From an optimization exercise on the open Yosys and OpenROAD flow, aimed at small area, a short achievable clock period and few clock cycles; shortcuts taken in it are not production practice.
The RTL was checked by simulation tests, not by an equivalence proof against the original design.
Power figures rest on the tool's default switching activity, not on a simulated workload.

Design pfc, start of the top module:
module pfc #(
    parameter PIX_CAP = 128,
    parameter AW      = 7
) (
    input  wire         clk,
    input  wire         rst,
    input  wire         in_valid,
    output wire         in_ready,
    input  wire [143:0] in_cmd,
    output wire         out_valid,
    input  wire         out_ready,
    output wire [143:0] out_rsp
);
export LEC_CHECK = 0
export CAP_MARGIN = 20
export CORE_MARGIN = 2
export CORE_UTILIZATION = 55
export SLEW_MARGIN = 20
create_clock -name core_clock -period 16.0 [get_ports {clk}]
standard.sh (not shown) runs the stock make flow with config.mk's settings and CLKGATE_MAP_FILE= SYNTH_SCRIPT=/design/flow/synth_recipe.tcl, a recipe that flattens the netlist after the stock synthesis.
==> flow/flow/run.sh <==
#!/bin/bash
# The standard layout, with these changes to how it is made:
#  - ORFS's repair_timing steps (floorplan, CTS, global route) aim for setup
#    slack of MARGIN ns at the design's clock, so they also shorten paths
#    that already meet it;
#  - CTS clusters more sinks per leaf buffer, with smaller buffers and no
#    dummy loads (a balanced tree, as before);
#  - every port still gets a buffer, but a plain buf_2 rather than the
#    delay cell buffer_ports picks by default.
set -euo pipefail
MARGIN=10.5
CTS="-sink_clustering_enable -repair_clock_nets -sink_clustering_size 24 -sink_clustering_max_diameter 80 -buf_list sky130_fd_sc_hd__clkbuf_16 -dont_use_dummy_load"
BUFP="-buffer_cell sky130_fd_sc_hd__buf_2"
sed "s|CLKGATE_MAP_FILE= |CLKGATE_MAP_FILE= SETUP_SLACK_MARGIN=$MARGIN 'CTS_ARGS=$CTS' 'BUFFER_PORTS_ARGS=$BUFP' |" standard.sh > standard_margin.sh
bash standard_margin.sh > flow_make.log 2>&1
Testbench counts at the start, summed over its fixed seeds: cycles 13,219.
Next try:
--- a/flow/flow/run.sh
+++ b/flow/flow/run.sh
@@ -12 +12 @@
-CTS="-sink_clustering_enable -repair_clock_nets -sink_clustering_size 24 -sink_clustering_max_diameter 80 -buf_list sky130_fd_sc_hd__clkbuf_16 -dont_use_dummy_load"
+CTS="-sink_clustering_enable -repair_clock_nets -sink_clustering_size 16 -sink_clustering_max_diameter 60 -buf_list sky130_fd_sc_hd__clkbuf_8 -dont_use_dummy_load"
After rerunning: Design area drops by 0.38%. Global-route usage grows by 0.26 points. Maximum frequency drops by 1.8%. First-iteration DRC count came out higher by 4.7%. Synthesized cell count stays the same. Worst hold slack improved by 0.060 ns. Total power is lower by 1.1%. Via count grows by 0.31%.

Another version of the RTL of pfc (not shown whole).
For scale: roughly 5700 cells after synthesis, ~1600 flip-flops, roughly 290 I/O pins.
clock: 16.0 ns
lec_check: 0
cap_margin: 20
core_margin: 2
core_utilization: 55
slew_margin: 20
==> flow/flow/run.sh <==
#!/bin/bash
# The standard layout, with these changes to how it is made:
#  - ORFS's repair_timing steps (floorplan, CTS, global route) aim for setup
#    slack of MARGIN ns at the design's clock, so they also shorten paths
#    that already meet it;
#  - CTS clusters more sinks per leaf buffer, with smaller buffers and no
#    dummy loads (a balanced tree, as before);
#  - every port still gets a buffer, but a plain buf_2 rather than the
#    delay cell buffer_ports picks by default.
set -euo pipefail
MARGIN=11
CTS="-sink_clustering_enable -repair_clock_nets -sink_clustering_size 24 -sink_clustering_max_diameter 80 -buf_list sky130_fd_sc_hd__clkbuf_16 -dont_use_dummy_load"
BUFP="-buffer_cell sky130_fd_sc_hd__buf_2"
sed "s|CLKGATE_MAP_FILE= |CLKGATE_MAP_FILE= SETUP_SLACK_MARGIN=$MARGIN 'CTS_ARGS=$CTS' 'BUFFER_PORTS_ARGS=$BUFP' |" standard.sh > standard_margin.sh
bash standard_margin.sh > flow_make.log 2>&1
Testbench counts at the start, summed over its fixed seeds: cycles 13,299.
Next try:
--- a/flow/flow/run.sh
+++ b/flow/flow/run.sh
@@ -10,3 +10,3 @@
 set -euo pipefail
-MARGIN=11
+MARGIN=11.5
 CTS="-sink_clustering_enable -repair_clock_nets -sink_clustering_size 24 -sink_clustering_max_diameter 80 -buf_list sky130_fd_sc_hd__clkbuf_16 -dont_use_dummy_load"
- With this change the flow completed, yet does not pass: capacitance limit, slew limit
- clock power is about the same
- register-to-register slack is better by 0.02 ns
- critical path depth shrinks by 6
- combinational power grows by 2.9%
- count of clock-buffer cells in the layout grows by 1
- hold slack is better by 0.0057 ns
- cell area grows by 1.6%
- via count grows by 2.0%
- core utilization grows by 0.96 points
- global-route usage grows by 1.1 points
- routed wire length grows by 4.9%

## separate check: timing with driven ports
Ports are ideal in the flow. The routed layouts listed here were re-timed in OpenROAD. Step 1: set_driving_cell puts a clkbuf_16 on clk and a buf_2 on each other input, an assumption about the parent block. Step 2, shift: input delay + t, output delay - t, t = (earliest + latest rising clock arrival at the registers) / 2. This alone moves slack from input paths to output paths. a / b / c = ideal / step 1 / step 2; a / b = the first two.
run	t, ns	slack for setup (ns)	latest minus earliest clock arrival (ns)	worst data-port slew with drivers (ns)
the first run of note 1	0.772	10.510 / 10.510 / 9.852	0.157 / 0.157	0.11
the second run of note 1	0.938	10.409 / 10.409 / 9.625	0.141 / 0.141	0.11
the first run of note 2	0.790	11.023 / 11.023 / 10.302	0.100 / 0.100	0.15
the second run of note 2	0.797	11.047 / 11.047 / 10.482	0.113 / 0.113	0.15
For the second run of note 1, which loses most, drivers alone change the setup slack by 0.000 ns; drivers and shift together by -0.784 ns.
